Source: an optimization exercise on an open RTL-to-GDS flow (aim: small area). Production flows keep margins and buffers that such runs may drop.
In this exercise RTL edits were held to simulation tests only and were not proved equivalent to the original.
No activity file was given, so power comes from the tool's default toggle rates.

File: flow/flow/run.sh
#!/bin/bash
# The standard layout (standard.sh), with two changes to how it is made:
#  - CTS adds no dummy loads and uses a smaller root buffer;
#  - ports are buffered with the smallest buffer.
export CTS_ARGS="-sink_clustering_enable -repair_clock_nets -dont_use_dummy_load -buf_list sky130_fd_sc_hd__clkbuf_8 -root_buf sky130_fd_sc_hd__clkbuf_2 -sink_clustering_size 21 -sink_clustering_max_diameter 50"
export BUFFER_PORTS_ARGS="-buffer_cell sky130_fd_sc_hd__buf_1"
bash standard.sh > standard.log 2>&1
File: flow/standard.sh
#!/bin/bash
# synth_recipe.tcl (not shown) runs the flow's synth.tcl, then flattens the netlist and writes it again
# the make line also repeats each setting of config.mk as NAME=value (left out here)
make -C /OpenROAD-flow-scripts/flow DESIGN_CONFIG=/design/flow/config.mk WORK_HOME=/design/flow/orfs CLKGATE_MAP_FILE= SYNTH_SCRIPT=/design/flow/synth_recipe.tcl "${@:-finish}"
File: flow/config.mk
export PLATFORM = sky130hd
export DESIGN_NAME = ipc_rx_deframer
export DESIGN_NICKNAME = ipc_rx_deframer
export VERILOG_FILES = /design/flow/design.v
export SDC_FILE = /design/flow/constraint.sdc
export NUM_CORES = 4
export LEC_CHECK = 0
export CAP_MARGIN = 20
export CORE_MARGIN = 2
export CORE_UTILIZATION = 60
export CTS_BUF_LIST = sky130_fd_sc_hd__clkbuf_8
export CTS_CLUSTER_DIAMETER = 50
export CTS_CLUSTER_SIZE = 20
export PLACE_DENSITY = 0.75
export SLEW_MARGIN = 20
File: flow/constraint.sdc
create_clock -name core_clock -period 12.0 [get_ports {clk}]
set_input_delay 2.4000 -clock core_clock [delete_from_list [all_inputs] [get_ports {clk}]]
set_output_delay 2.4000 -clock core_clock [all_outputs]
set_load 0.01 [all_outputs]
File: flow/design.v
module ipc_rx_deframer (
    input  wire       clk,
    input  wire       rst,         
    input  wire       s_valid,
    output wire       s_ready,
    input  wire [7:0] s_data,
    output reg        m_valid,
    input  wire       m_ready,
    output wire [7:0] m_data,
    output wire       m_last,
    output wire       hdr_err,     
    output wire       crc_err      
);
    localparam integer K  = 3;           
    localparam integer D  = 46;          
    localparam integer DL = 45;
    localparam integer R  = (K - 1) * D + DL;    
    localparam integer JW = 2;           
    localparam integer OW = 6;           
    localparam [1:0] S_SEARCH = 2'd0, S_PARSE = 2'd1, S_DELIVER = 2'd2;
    function [15:0] crc_byte;
        input [15:0] acc_in;
        input [7:0]  b;
        integer k;
        reg [15:0] acc;
        begin
            acc = acc_in ^ {b, 8'h00};
            for (k = 0; k < 8; k = k + 1)
                acc = acc[15] ? ((acc << 1) ^ 16'h1021) : (acc << 1);
            crc_byte = acc;
        end
    endfunction
    function [OW-1:0] lfsr_step;
        input [OW-1:0] x;
        begin
            lfsr_step = {x[OW-2:0], x[OW-1] ^ x[OW-2]};
        end
    endfunction
    function [OW-1:0] lfsr_adv;
        input [OW-1:0] x;
        input integer  n;
        integer i;
        begin
            lfsr_adv = x;
            for (i = 0; i < n; i = i + 1)
                lfsr_adv = lfsr_step(lfsr_adv);
        end
    endfunction
    localparam [OW-1:0] O_START   = 1;
    localparam [OW-1:0] O_TAP     = lfsr_adv(O_START, D - 1);
    localparam [OW-1:0] O_START_L = lfsr_adv(O_START, D - DL);
    localparam [OW-1:0] O_PRETAP  = lfsr_adv(O_START, D - 2);    
    function at_tap;
        input [JW+OW-1:0] p;
        begin
            at_tap = (p[OW-1:0] == O_TAP);
        end
    endfunction
    function [JW+OW-1:0] rot;
        input [JW+OW-1:0] p;
        begin
            if (at_tap(p))
                rot = (p[JW+OW-1:OW] == K - 1) ? {{JW{1'b0}}, O_START} :
                      (p[JW+OW-1:OW] == K - 2) ? {p[JW+OW-1:OW] + 1'b1, O_START_L} :
                                                 {p[JW+OW-1:OW] + 1'b1, O_START};
            else
                rot = {p[JW+OW-1:OW], lfsr_step(p[OW-1:0])};
        end
    endfunction
    reg  [JW+OW-1:0] hp, cp, tp;       
    reg              full;
    reg       ib_v;
    reg [7:0] ib;
    wire wr     = ib_v && at_tap(tp) && !full;      
    assign s_ready = !ib_v || wr;
    wire accept = s_valid && s_ready;
    always @(posedge clk) begin
        if (rst)
            ib_v <= 1'b0;
        else
            ib_v <= accept || (ib_v && !wr);
        if (accept)
            ib <= s_data;
    end
    reg [8*R-1:0] ring;
    integer s;
    always @(posedge clk) begin
        for (s = 0; s < R; s = s + 1) begin
            if (s % D == 0) begin
                if (wr && tp[JW+OW-1:OW] == ((s / D + K - 1) % K))
                    ring[8*s +: 8] <= ib;
                else
                    ring[8*s +: 8] <= ring[8*((s + R - 1) % R) +: 8];
            end else begin
                ring[8*s +: 8] <= ring[8*(s - 1) +: 8];
            end
        end
    end
    reg [7:0] rdata;
    integer t;
    always @(*) begin
        rdata = ring[8*(D-1) +: 8];
        for (t = 1; t < K; t = t + 1)
            if (cp[JW+OW-1:OW] == t)
                rdata = ring[8*((t == K - 1) ? R - 1 : t*D + D-1) +: 8];
    end
    reg [1:0]  state;
    reg        inhdr;
    reg [1:0]  ms;              
    reg [7:0]  idx;
    reg        hi_nz;           
    reg [15:0] crc;
    wire avail = !(at_tap(tp) && cp[JW+OW-1:OW] == tp[JW+OW-1:OW]) || full;
    wire go    = at_tap(cp) && avail;
    wire take  = go && (!m_valid || m_ready);
    assign m_data = crc[7:0];
    assign m_last = (state != S_DELIVER);
    reg err;
    assign hdr_err = err && inhdr;
    assign crc_err = err && !inhdr;
    wire        len_bad = hi_nz || (rdata[7] && rdata[6:0] != 7'd0);
    wire        f_lenlo = inhdr && idx == 8'd0;
    wire        f_last  = !inhdr && idx == 8'hFF;
    wire [15:0] crc_n   = crc_byte(crc, rdata);
    reg drop, jump;
    always @(*) begin
        drop = take && (state != S_PARSE);
        jump = take && state == S_PARSE && ((f_lenlo && len_bad) || f_last);
    end
    wire [JW+OW-1:0] hp_n = drop ? hp : rot(hp);
    wire [JW+OW-1:0] tp_n = wr ? tp : rot(tp);
    wire [JW+OW-1:0] cp_n = jump ? hp_n : (take ? cp : rot(cp));
    always @(posedge clk) begin
        if (rst) begin
            hp   <= {{JW{1'b0}}, O_START};
            cp   <= {{JW{1'b0}}, O_START};
            tp   <= {{JW{1'b0}}, O_START};
            full <= 1'b0;
        end else begin
            hp <= hp_n;
            cp <= cp_n;
            tp <= tp_n;
            if (wr && !drop)
                full <= (hp[OW-1:0] == O_PRETAP) && (hp[JW+OW-1:OW] == tp[JW+OW-1:OW]);
            else if (drop && !wr)
                full <= 1'b0;
        end
    end
    always @(posedge clk) begin
        if (rst) begin
            state   <= S_SEARCH;
            ms      <= 2'd0;
            m_valid <= 1'b0;
            err     <= 1'b0;
        end else begin
            err     <= jump && !(f_last && crc_n == 16'd0);
            if (m_valid && m_ready)
                m_valid <= 1'b0;
            if (take) begin
                case (state)
                    S_SEARCH: begin
                        if (rdata == 8'hFF)
                            ms <= 2'd1;
                        else if (ms == 2'd1 && rdata == 8'h55)
                            ms <= 2'd2;
                        else begin
                            ms <= 2'd0;
                            if (ms == 2'd2 && rdata == 8'hAA)
                                state <= S_PARSE;
                        end
                    end
                    S_PARSE: begin
                        if (f_lenlo && len_bad)
                            state <= S_SEARCH;
                        if (f_last)
                            state <= (crc_n == 16'd0) ? S_DELIVER : S_SEARCH;
                    end
                    default: begin    
                        m_valid <= 1'b1;
                        if (f_last)
                            state <= S_SEARCH;
                    end
                endcase
            end
        end
    end
    always @(posedge clk) begin
        if (take) begin
            if (state == S_SEARCH) begin
                inhdr <= 1'b1;
                idx   <= 8'd6;
                crc   <= 16'd0;
            end else begin
                if (f_lenlo) begin
                    inhdr <= len_bad;           
                    idx   <= rdata;
                end else if (f_last) begin
                    inhdr <= (crc_n == 16'd0);  
                    idx   <= 8'd6;
                end else
                    idx   <= idx - 8'd1;
                if (inhdr && idx == 8'd1)
                    hi_nz <= (rdata != 8'd0);
                if (state == S_DELIVER)
                    crc[7:0] <= rdata;
                else
                    crc <= crc_n;
            end
        end
    end
endmodule
==> impl_metrics.csv <==
group,metric,value,unit
final_layout,area_growth,6.06,%
cts,cts_buffers,68,
placement,gp_congestion,0.776,
timing,fmax,208,MHz
synth,avgSynthCellArea,17.3,sq um
synth,synth.most_common_cell,"dfxtp_1",
grt,grt_pass1_wl,50600,um
final_layout,nets,1600,
detailed_routing,wirelength,31300,um
detailed_routing,dr.pass1.iters,5,
run_status,status,"timing/DRC/antenna clean",
final_layout,fin_area,27600,sq um
synth,synth-seq-area-share,0.907,
synth,synth_ff_type,"dfxtp_1",
final_layout,seq_area,23600,sq um
power_and_ir_drop,power,5350,uW
power_and_ir_drop,powerDensity,194,nW/um^2
synth,synth.area.top_cells,"dfxtp_1 87%, edfxtp_1 3.9%, mux2_2 1.2%",
cts,htreeDepth,3,
timing,fin_crit,4.81,ns
worst_setup_path,endpoint_kind,"output port",
cts,hold_buffers,0,
floorplanning,start_util,0.606,
worst_setup_path,critPathTopFamily,"simple AND/OR/NAND/NOR gates",
timing,post-route-period-util,0.401,
synth,yosys_warnings,1,
detailed_routing,routedWlPerCell,14.5,um
worst_hold_path,hold_class,"reg2reg",
placement,dpl_cell_area,26700,sq um
floorplanning,die_x,212,um
synth,synth_top_area_share,0.867,
final_layout,nFillCells,2982,
final_layout,multi_input_area,2240,sq um
final_layout,drive_above_1_share,0.0767,
detailed_routing,first_iter_violations,574,
cts,clk_latency,1.01,ns
timing,hold_violations,0,
worst_setup_path,crit_path_start,"state[1]",
cts,cts.clk_slew.worst_paths,0.12,ns
synth,synth_area,26000,sq um
worst_setup_path,critical_path_required,9.60,ns
grt,track_usage,0.144,
power_and_ir_drop,p_leak,0.0107,uW
cts,cts_sinks,1162,
grt,grt_max_degree,31,
timing,rsz0062_at_grt,"no",
timing,tightest_slew,0.910,ns
floorplanning,dieArea,45100,sq um
grt,gr-total-overflow,0,
placement,numPortBuffers,24,
detailed_routing,vias_per_cell,4.46,
worst_setup_path,crit_arrival,2.41,ns
synth,synth_common_cells,"1,128 x dfxtp_1, 38 x nor2_1, 34 x edfxtp_1",
cts,cts_tree,"done",
grt,grt_pass1_vias,9690,
worst_setup_path,crit_path_top_delay_cell,"nor2b_1",
synth,synthArstFlopShare,0,
timing,clock_skew,0.104,ns
floorplanning,placeableCoreArea,43000,sq um
power_and_ir_drop,max-vdd-ir-drop,0.114,mV
worst_setup_path,path_cells,"nor2b_1 > inv_1 > buf_1",
worst_setup_path,path_max_fanout,10,
grt,antenna_found_initial,2,
worst_setup_path,crit_type,"reg2out",
synth,synth_nets,1527,
synth,synth_cell_type_count,55,
worst_hold_path,min_from,"ring[544]",
worst_setup_path,startpoint_type,"flip-flop",
detailed_routing,postRouteAntennaNets,0,
timing,setup_violations,0,
synth,synth.largest_area_cell,"dfxtp_1",
timing,slew_viol_final,0,
synth,synth-seq-cells,1162,
job,cap_violations,0,
floorplanning,ios,25,
timing,setup_tns,0,ns
synth,synth_edf_count,34,
worst_setup_path,r2r_start,"cp[7]",
cts,root_buffer,"clkbuf_2",
timing,whs,0.258,ns
cts,cts_setup_buffers,0,
timing,maxSlewHeadroom,0.392,
cts,cts_buffer_depth,3,
placement,hpwlAfterDp,18000,um
worst_setup_path,cp_num_buf_inv,2,
detailed_routing,drc,0,
floorplanning,fp.dieH,212,um
worst_setup_path,max_stage_delay,0.57,ns
detailed_routing,num_vias,9661,
cts,ctsResizeCount,0,
floorplanning,row_count,76,
synth,synthCells,1506,
layout by cell type (no fill, tap or decap), types with 4 or more instances in the layout:
master    synthesis  routed
xnor2_1          16      16
buf_1             0      23
nor2b_1          11      11
nand3_1           5       5
nor2_1           38      38
mux2i_1          22      22
xnor2_2           4       4
o21ai_0          11      11
a21oi_1          23      23
clkbuf_8          0      59
edfxtp_1         34      34
mux2_2           28      28
xor2_1           14      14
clkbuf_2          0       9
inv_1            15      15
and2_1            8       8
dfxtp_1        1128    1128
nand2_1          32      32
nor3_1           19      18
nand4_1           8       8
ha_1              9       9
per-layer routing:
layer | up-vias | part of all wire | track usage
met2 | 173 | 0.42 | 0.208
met5 | - | 0 | 0
li1 | 4893 | - | -
met3 | 50 | 0.040 | 0.0357
met1 | 4545 | 0.52 | 0.212
met4 | 0 | 0.021 | 0.0504
flip-flops by register name, summed over array words and instances, names as in the netlist:
register / flops
ms: 2
ib_v: 1
ib: 8
inhdr: 1
ring: 1096
crc: 16
tp: 8
m_valid: 1
cp: 8
hi_nz: 1
hp: 8
err: 1
idx: 8
state: 2
full: 1
cells by family (layout without fill, tap and decap cells):
family | Yosys count | count (layout) | synth area share
multiplexers | 55 | 55 | 0.0239
buffers and inverters | 41 | 112 | 0.00764
AND/OR/NAND/NOR | 149 | 149 | 0.0307
AO/OA/AOI/OAI | 56 | 56 | 0.0142
other | 0 | 2 | 0
XOR/XNOR | 34 | 34 | 0.0126
flip-flops | 1162 | 1162 | 0.907
adder cells (fa/ha/maj) | 9 | 9 | 0.00433
worst paths after layout:
check                            endpoint  slack [ns]  cells after the start
worst min register to register  ring[552]        0.26                      0
worst max register to register       full        8.53                     11
worst max-delay path               m_last        7.19                      3
worst min-delay path            ring[552]        0.26                      0
layout make-up:
type / instances / area share
Antenna cell: 2 / 0.000181
Clock buffer: 68 / 0.0310
Inverter: 17 / 0.00231
Multi-Input combinational cell: 303 / 0.0810
Sequential cell: 1162 / 0.855
Tap cell: 585 / 0.0265
Timing Repair Buffer: 27 / 0.00412
power breakdown:
| part | internal (uW) | switching, uW | total, uW |
|---|---|---|---|
| Sequential | 3880 | 3.22 | 3880 |
| Clock | 455 | 1010 | 1460 |
| Combinational | 3.87 | 6.75 | 10.6 |
| Total | 4330 | 1020 | 5350 |
stage by stage:
step                      worst slack, ns  instances   util
after floorplan                      7.91       1506      -
after global placement               7.32       2094  0.622
after detailed placement             7.27       2094  0.622
after CTS                            7.09       2162  0.642
after global routing                 6.91       2164  0.642
final                                7.19       2164  0.642

[re-timing with driven ports]
Ports are ideal in the flow. The routed layout listed here was re-timed in OpenROAD.
Step 1: set_driving_cell puts a clkbuf_16 on clk and a buf_2 on each other input, an assumption about the parent block.
Step 2 moves the port delays by t, midway between the first and last clock arrival at a register: inputs arrive t later, outputs are due t later. That takes back most of the time a late clock gives input paths.
Slacks: ideal / step 1 / step 2; pairs: ideal / step 1.
t, ns: 1.000
setup slack, ns: 7.186 / 7.138 / 7.194
latest minus earliest clock arrival (ns): 0.128 / 0.129
slew at the worst register clock pin (ns): 0.12 / 0.12
pins driven straight from the clock port: 1
After both steps setup and hold are still met in this run. For this run, drivers alone change the setup slack by -0.048 ns; drivers and shift together by +0.008 ns.
